From an optimization exercise on the open Yosys and OpenROAD flow, aimed at small area, a short achievable clock period and few clock cycles; shortcuts taken in it are not production practice.
Only simulation tests tie the RTL to the original design; equivalence was not proved.
Power and IR drop assume default switching activity. No driver is modelled on the clock port, so clocking that relies on it looks cheaper here than on a real chip.

==> flow/design.v <==
module touch_channel (
    input  wire        clk,
    input  wire        clr,         
    input  wire        edge_en,     
    input  wire        hold_en,     
    input  wire [31:0] now,         
    output wire [31:0] t_new,       
    output wire [31:0] t_old_n,     
    output wire [9:0]  wrap_flags,  
    output wire        first_out    
);
    reg [31:0] ts [0:9];
    reg [31:0] t10n;                
    reg [9:0]  w;
    reg [3:0]  cnt;                 
    reg        first;
    wire [31:0] lt_b = ~now & ts[0];
    wire [31:0] gt_b = now & ~ts[0];
    reg         wrap_in;
    integer j;
    always @(*) begin
        wrap_in = 1'b0;
        for (j = 0; j < 32; j = j + 1)
            wrap_in = lt_b[j] | (~gt_b[j] & wrap_in);
    end
    integer i;
    wire [31:0] sh = {32{edge_en}};
    wire [31:0] hd = {32{hold_en}};
    always @(posedge clk) begin
        ts[0] <= (sh & now) | (hd & ts[0]);
        for (i = 1; i < 10; i = i + 1)
            ts[i] <= (sh & ts[i-1]) | (hd & ts[i]);
    end
    wire [31:0] ld_now = {32{edge_en & first}};
    wire [31:0] ld_old = {32{edge_en & ~first & (cnt == 4'd9)}};
    wire [31:0] ld_hd  = {32{hold_en | (~first & (cnt != 4'd9))}};
    always @(posedge clk)
        t10n <= (ld_now & ~now) | (ld_old & ~ts[9]) | (ld_hd & t10n);
    always @(posedge clk) begin
        if (edge_en) begin
            if (first)
                cnt <= 4'd0;
            else if (cnt != 4'd9)
                cnt <= cnt + 4'd1;
        end
    end
    always @(posedge clk) begin
        if (clr) begin
            w     <= 10'd0;
            first <= 1'b1;
        end else if (edge_en) begin
            w     <= {w[8:0], wrap_in & ~first};
            first <= 1'b0;
        end
    end
    assign t_new     = ts[0];
    assign t_old_n   = t10n;
    assign wrap_flags = w;
    assign first_out = first;
endmodule
module quad_decoder #(
    parameter ENC_LIMIT = 96
) (
    input  wire       clk,
    input  wire       clr,          
    input  wire [1:0] clr_ab,       
    input  wire       edge_en,      
    input  wire [1:0] ab,           
    input  wire       zero_en,      
    input  wire       press_en,     
    input  wire       btn_rd_en,    
    output wire [7:0] position,     
    output wire       btn           
);
    reg signed [7:0] count;
    reg        [1:0] last_ab;
    reg              btn_latch;
    reg signed [1:0] qdelta;
    always @(*) begin
        case ({last_ab, ab})
            4'b00_01, 4'b01_11, 4'b11_10, 4'b10_00: qdelta = 2'sd1;
            4'b00_10, 4'b10_11, 4'b11_01, 4'b01_00: qdelta = -2'sd1;
            default:                                qdelta = 2'sd0;
        endcase
    end
    wire signed [7:0] count_step = count + {{6{qdelta[1]}}, qdelta};
    wire lap = (count_step >= ENC_LIMIT) || (count_step <= -ENC_LIMIT);
    always @(posedge clk) begin
        if (clr) begin
            count     <= 8'sd0;
            last_ab   <= clr_ab;
            btn_latch <= 1'b0;
        end else begin
            if (edge_en) begin
                count   <= lap ? 8'sd0 : count_step;
                last_ab <= ab;
            end else if (zero_en) begin
                count <= 8'sd0;
            end
            if (press_en)
                btn_latch <= 1'b1;
            else if (btn_rd_en)
                btn_latch <= 1'b0;
        end
    end
    wire [7:0] count_adj = count + {6'd0, count[7], count[7]};
    assign position = {{2{count_adj[7]}}, count_adj[7:2]};
    assign btn      = btn_latch;
endmodule
module btmp3_sensor_core (
    input  wire        clk,
    input  wire        rst,         
    input  wire        cmd_valid,
    output wire        cmd_ready,
    input  wire [7:0]  cmd_op,
    input  wire [31:0] cmd_arg,
    input  wire [31:0] thresh0,
    input  wire [31:0] thresh1,
    output reg         rsp_valid,
    output reg  [7:0]  rsp_data
);
    localparam OP_TOUCH_IS_TOUCHED = 7'b0000100;    
    localparam OP_ENC_GET_POSITION = 8'h0C;
    localparam OP_ENC_RESET_POS    = 8'h0D;
    localparam OP_ENC_BUTTON       = 8'h0E;
    localparam OP_EV_TOUCH_EDGE    = 7'b0010100;    
    localparam OP_EV_ENC_EDGE      = 6'b001100;     
    localparam OP_EV_BTN_PRESS     = 8'h34;
    localparam OP_RESET            = 6'b111100;     
    assign cmd_ready = 1'b1;
    reg        c_valid;
    reg [7:0]  c_op;
    reg [31:0] c_arg;
    reg        c_rst;
    reg [31:0] c_thn;               
    reg [1:0]  c_edge, c_hold;      
    always @(posedge clk) begin
        c_valid <= cmd_valid & ~rst;
        c_op    <= cmd_op;
        c_arg   <= cmd_arg;
        c_rst   <= rst;
        c_edge  <= {2{cmd_valid & (cmd_op[7:1] == OP_EV_TOUCH_EDGE)}} & {cmd_op[0], ~cmd_op[0]};
        c_hold  <= ~({2{cmd_valid & (cmd_op[7:1] == OP_EV_TOUCH_EDGE)}} & {cmd_op[0], ~cmd_op[0]});
        c_thn   <= ~(cmd_op[0] ? thresh1 : thresh0);
    end
    wire fire = c_valid;
    wire is_poll      = fire && (c_op[7:1] == OP_TOUCH_IS_TOUCHED);
    wire is_get_pos   = fire && (c_op == OP_ENC_GET_POSITION);
    wire is_reset_pos = fire && (c_op == OP_ENC_RESET_POS);
    wire is_btn_rd    = fire && (c_op == OP_ENC_BUTTON);
    wire is_touch     = fire && (c_op[7:1] == OP_EV_TOUCH_EDGE);
    wire is_enc       = fire && (c_op[7:2] == OP_EV_ENC_EDGE);
    wire is_press     = fire && (c_op == OP_EV_BTN_PRESS);
    wire is_reset     = fire && (c_op[7:2] == OP_RESET);
    wire       clr    = c_rst || is_reset;
    wire [1:0] clr_ab = c_rst ? 2'b00 : c_op[1:0];
    wire [31:0] tn0, ton0, tn1, ton1;
    wire [9:0]  wf0, wf1;
    wire        f0, f1;
    wire [7:0]  position;
    wire        btn;
    touch_channel u_touch0 (
        .clk       (clk),
        .clr       (clr),
        .edge_en   (c_edge[0]),
        .hold_en   (c_hold[0]),
        .now       (c_arg),
        .t_new     (tn0),
        .t_old_n   (ton0),
        .wrap_flags(wf0),
        .first_out (f0)
    );
    touch_channel u_touch1 (
        .clk       (clk),
        .clr       (clr),
        .edge_en   (c_edge[1]),
        .hold_en   (c_hold[1]),
        .now       (c_arg),
        .t_new     (tn1),
        .t_old_n   (ton1),
        .wrap_flags(wf1),
        .first_out (f1)
    );
    quad_decoder u_enc (
        .clk       (clk),
        .clr       (clr),
        .clr_ab    (clr_ab),
        .edge_en   (is_enc),
        .ab        (c_op[1:0]),
        .zero_en   (is_reset_pos),
        .press_en  (is_press),
        .btn_rd_en (is_btn_rd),
        .position  (position),
        .btn       (btn)
    );
    wire        sel   = c_op[0];
    wire [31:0] tn    = sel ? tn1 : tn0;
    wire [31:0] ton   = sel ? ton1 : ton0;
    wire [9:0]  wf    = sel ? wf1 : wf0;
    wire [3:0]  wr    = wf[0] + wf[1] + wf[2] + wf[3] + wf[4]
                      + wf[5] + wf[6] + wf[7] + wf[8] + wf[9];
    wire        fst   = sel ? f1  : f0;
    wire [37:0] op_a = {2'b00, wr, tn};
    wire [37:0] op_b = {6'b111111, ton};
    wire [37:0] op_c = {3'b111, c_thn, 3'b111};
    wire [37:0] op_d = {5'b11111, c_thn, 1'b1};
    wire [37:0] s1   = op_a ^ op_b ^ op_c;
    wire [37:0] c1   = {(op_a[36:0] & op_b[36:0]) | (op_a[36:0] & op_c[36:0]) | (op_b[36:0] & op_c[36:0]), 1'b1};
    wire [37:0] s2   = s1 ^ c1 ^ op_d;
    wire [37:0] c2   = {(s1[36:0] & c1[36:0]) | (s1[36:0] & op_d[36:0]) | (c1[36:0] & op_d[36:0]), 1'b1};
    wire [36:0] lo_lt = ~s2[36:0] & ~c2[36:0];
    wire [36:0] lo_gt = s2[36:0] & c2[36:0];
    reg         lo_less;
    integer k;
    always @(*) begin
        lo_less = 1'b0;
        for (k = 0; k < 37; k = k + 1)
            lo_less = lo_lt[k] | (~lo_gt[k] & lo_less);
    end
    wire        sign = s2[37] ^ c2[37] ^ ~lo_less;
    wire        touched = fst ? (&c_thn) : ~sign;
    always @(posedge clk) begin
        rsp_valid <= ~rst & (is_poll | is_get_pos | is_btn_rd);
        if (!c_op[2])
            rsp_data <= {7'd0, touched};
        else if (!c_op[1])
            rsp_data <= position;
        else
            rsp_data <= {7'd0, btn};
    end
endmodule
clock: 30.0 ns
lec_check: 0
cap_margin: 20
core_margin: 2
core_utilization: 70
cts_buf_list: sky130_fd_sc_hd__clkbuf_16
cts_cluster_diameter: 90
cts_cluster_size: 30
slew_margin: 20
standard.sh (not shown) runs the stock make flow with config.mk's settings and CLKGATE_MAP_FILE= SYNTH_SCRIPT=/design/flow/synth_recipe.tcl, a recipe that flattens the netlist after the stock synthesis.
==> flow/flow/run.sh <==
#!/bin/bash
# The standard layout (standard.sh) with these changes:
# - the port buffers that global placement inserts are plain
#   sky130_fd_sc_hd__buf_1 cells instead of the delay buffers it picks by
#   default (every port still gets its buffer);
# - the buffers that synthesis's ABC inserted are removed at floorplan, and
#   the placement's repair_design buffers the nets again;
# - clock tree synthesis inserts no dummy loads;
# - after global placement, post_gp.tcl gives the response outputs a buf_2
#   port buffer and a dfxtp_2 flip-flop (drive strength only).
# make's full output goes to layout.log; each ORFS step keeps its own log
# under orfs/logs/.
set -euo pipefail
bash standard.sh \
  "BUFFER_PORTS_ARGS=-buffer_cell sky130_fd_sc_hd__buf_1" \
  "REMOVE_ABC_BUFFERS=1" \
  "POST_GLOBAL_PLACE_TCL=$PWD/flow/post_gp.tcl" \
  "CTS_ARGS=-sink_clustering_enable -repair_clock_nets -sink_clustering_size 30 -sink_clustering_max_diameter 90 -buf_list sky130_fd_sc_hd__clkbuf_16 -dont_use_dummy_load" \
  finish > layout.log 2>&1
==> flow/flow/post_gp.tcl <==
# Run after global placement (POST_GLOBAL_PLACE_TCL): faster cells on the
# response outputs. Each output port's buffer becomes buf_2 and the response
# flip-flop that feeds it dfxtp_2 (same functions, more drive); detailed
# placement legalizes them afterwards.
foreach port [get_ports {rsp_valid rsp_data[*]}] {
  set net [get_nets [get_full_name $port]]
  foreach pin [get_pins -of_objects $net -filter "direction==output"] {
    set buf [get_cells -of_objects $pin]
    replace_cell $buf sky130_fd_sc_hd__buf_2
    foreach ipin [get_pins -of_objects $buf -filter "direction==input"] {
      foreach dpin [get_pins -of_objects [get_nets -of_objects $ipin] -filter "direction==output"] {
        set ff [get_cells -of_objects $dpin]
        if {[get_property $ff ref_name] == "sky130_fd_sc_hd__dfxtp_1"} {
          replace_cell $ff sky130_fd_sc_hd__dfxtp_2
        }
      }
    }
  }
}
estimate_parasitics -placement
The first run completed without violations.
Testbench counts at the start, summed over its fixed seeds: cycles 24,016.
Change:
--- a/flow/design.v
+++ b/flow/design.v
@@ -127,24 +127,22 @@
     localparam OP_EV_ENC_EDGE      = 6'b001100;     
     localparam OP_EV_BTN_PRESS     = 8'h34;
     localparam OP_RESET            = 6'b111100;     
     assign cmd_ready = 1'b1;
     reg        c_valid;
     reg [7:0]  c_op;
-    reg [31:0] c_arg;
+    reg [31:0] c_x;
     reg        c_rst;
-    reg [31:0] c_thn;               
     reg [1:0]  c_edge, c_hold;      
     always @(posedge clk) begin
         c_valid <= cmd_valid & ~rst;
         c_op    <= cmd_op;
-        c_arg   <= cmd_arg;
         c_rst   <= rst;
         c_edge  <= {2{cmd_valid & (cmd_op[7:1] == OP_EV_TOUCH_EDGE)}} & {cmd_op[0], ~cmd_op[0]};
         c_hold  <= ~({2{cmd_valid & (cmd_op[7:1] == OP_EV_TOUCH_EDGE)}} & {cmd_op[0], ~cmd_op[0]});
-        c_thn   <= ~(cmd_op[0] ? thresh1 : thresh0);
+        c_x     <= cmd_op[5] ? cmd_arg : ~(cmd_op[0] ? thresh1 : thresh0);
     end
     wire fire = c_valid;
     wire is_poll      = fire && (c_op[7:1] == OP_TOUCH_IS_TOUCHED);
     wire is_get_pos   = fire && (c_op == OP_ENC_GET_POSITION);
     wire is_reset_pos = fire && (c_op == OP_ENC_RESET_POS);
     wire is_btn_rd    = fire && (c_op == OP_ENC_BUTTON);
@@ -161,24 +159,24 @@
     wire        btn;
     touch_channel u_touch0 (
         .clk       (clk),
         .clr       (clr),
         .edge_en   (c_edge[0]),
         .hold_en   (c_hold[0]),
-        .now       (c_arg),
+        .now       (c_x),
         .t_new     (tn0),
         .t_old_n   (ton0),
         .wrap_flags(wf0),
         .first_out (f0)
     );
     touch_channel u_touch1 (
         .clk       (clk),
         .clr       (clr),
         .edge_en   (c_edge[1]),
         .hold_en   (c_hold[1]),
-        .now       (c_arg),
+        .now       (c_x),
         .t_new     (tn1),
         .t_old_n   (ton1),
         .wrap_flags(wf1),
         .first_out (f1)
     );
     quad_decoder u_enc (
@@ -199,14 +197,14 @@
     wire [9:0]  wf    = sel ? wf1 : wf0;
     wire [3:0]  wr    = wf[0] + wf[1] + wf[2] + wf[3] + wf[4]
                       + wf[5] + wf[6] + wf[7] + wf[8] + wf[9];
     wire        fst   = sel ? f1  : f0;
     wire [37:0] op_a = {2'b00, wr, tn};
     wire [37:0] op_b = {6'b111111, ton};
-    wire [37:0] op_c = {3'b111, c_thn, 3'b111};
-    wire [37:0] op_d = {5'b11111, c_thn, 1'b1};
+    wire [37:0] op_c = {3'b111, c_x, 3'b111};
+    wire [37:0] op_d = {5'b11111, c_x, 1'b1};
     wire [37:0] s1   = op_a ^ op_b ^ op_c;
     wire [37:0] c1   = {(op_a[36:0] & op_b[36:0]) | (op_a[36:0] & op_c[36:0]) | (op_b[36:0] & op_c[36:0]), 1'b1};
     wire [37:0] s2   = s1 ^ c1 ^ op_d;
     wire [37:0] c2   = {(s1[36:0] & c1[36:0]) | (s1[36:0] & op_d[36:0]) | (c1[36:0] & op_d[36:0]), 1'b1};
     wire [36:0] lo_lt = ~s2[36:0] & ~c2[36:0];
     wire [36:0] lo_gt = s2[36:0] & c2[36:0];
@@ -215,13 +213,13 @@
     always @(*) begin
         lo_less = 1'b0;
         for (k = 0; k < 37; k = k + 1)
             lo_less = lo_lt[k] | (~lo_gt[k] & lo_less);
     end
     wire        sign = s2[37] ^ c2[37] ^ ~lo_less;
-    wire        touched = fst ? (&c_thn) : ~sign;
+    wire        touched = fst ? (&c_x) : ~sign;
     always @(posedge clk) begin
         rsp_valid <= ~rst & (is_poll | is_get_pos | is_btn_rd);
         if (!c_op[2])
             rsp_data <= {7'd0, touched};
         else if (!c_op[1])
             rsp_data <= position;
Sequential power is about the same.
Setup slack gets worse by 0.076 ns.
Register-to-register slack improved by 0.04 ns.
Sequential share of layout area goes down by 1.5 points.
Design area decreases by 1.1%.
Power shrinks by 4.1%.
Clock power shrinks by 8.1%.
Routed wire length grows by 0.89%.
Synthesized cell count is higher by 1.3%.
Final cell count stays flat.
Worst hold slack gets better by 0.023 ns.
Clock-buffer cell count came out lower by 4.
Via count increases by 1.9%.
Synthesized area went down by 0.63%.
Testbench counts after the change, summed over its fixed seeds: cycles 24,016.

-- port drivers added, routing unchanged --
Ports are ideal in the flow. The routed layouts listed here were re-timed in OpenROAD. Step 1, drivers: a clkbuf_16 drives clk and a buf_2 each remaining input, both assumed. Step 2 times the ports against the registers' clock, not the clock port: input delays grow and output delays shrink by t, the midpoint of the rising clock arrivals with the driver on. a / b / c = no drivers / after step 1 / after step 2; a / b = the first two.
run	t, ns	setup WS [ns]	worst hold slack (ns)
the first run	0.620	22.973 / 22.917 / 22.938	0.453 / 0.453 / 0.453
the second run	0.664	22.897 / 22.839 / 22.560	0.476 / 0.476 / 0.476
After both steps every run listed still meets setup and hold. For the second run, which loses most, drivers alone change the setup slack by -0.058 ns; drivers and shift together by -0.337 ns.
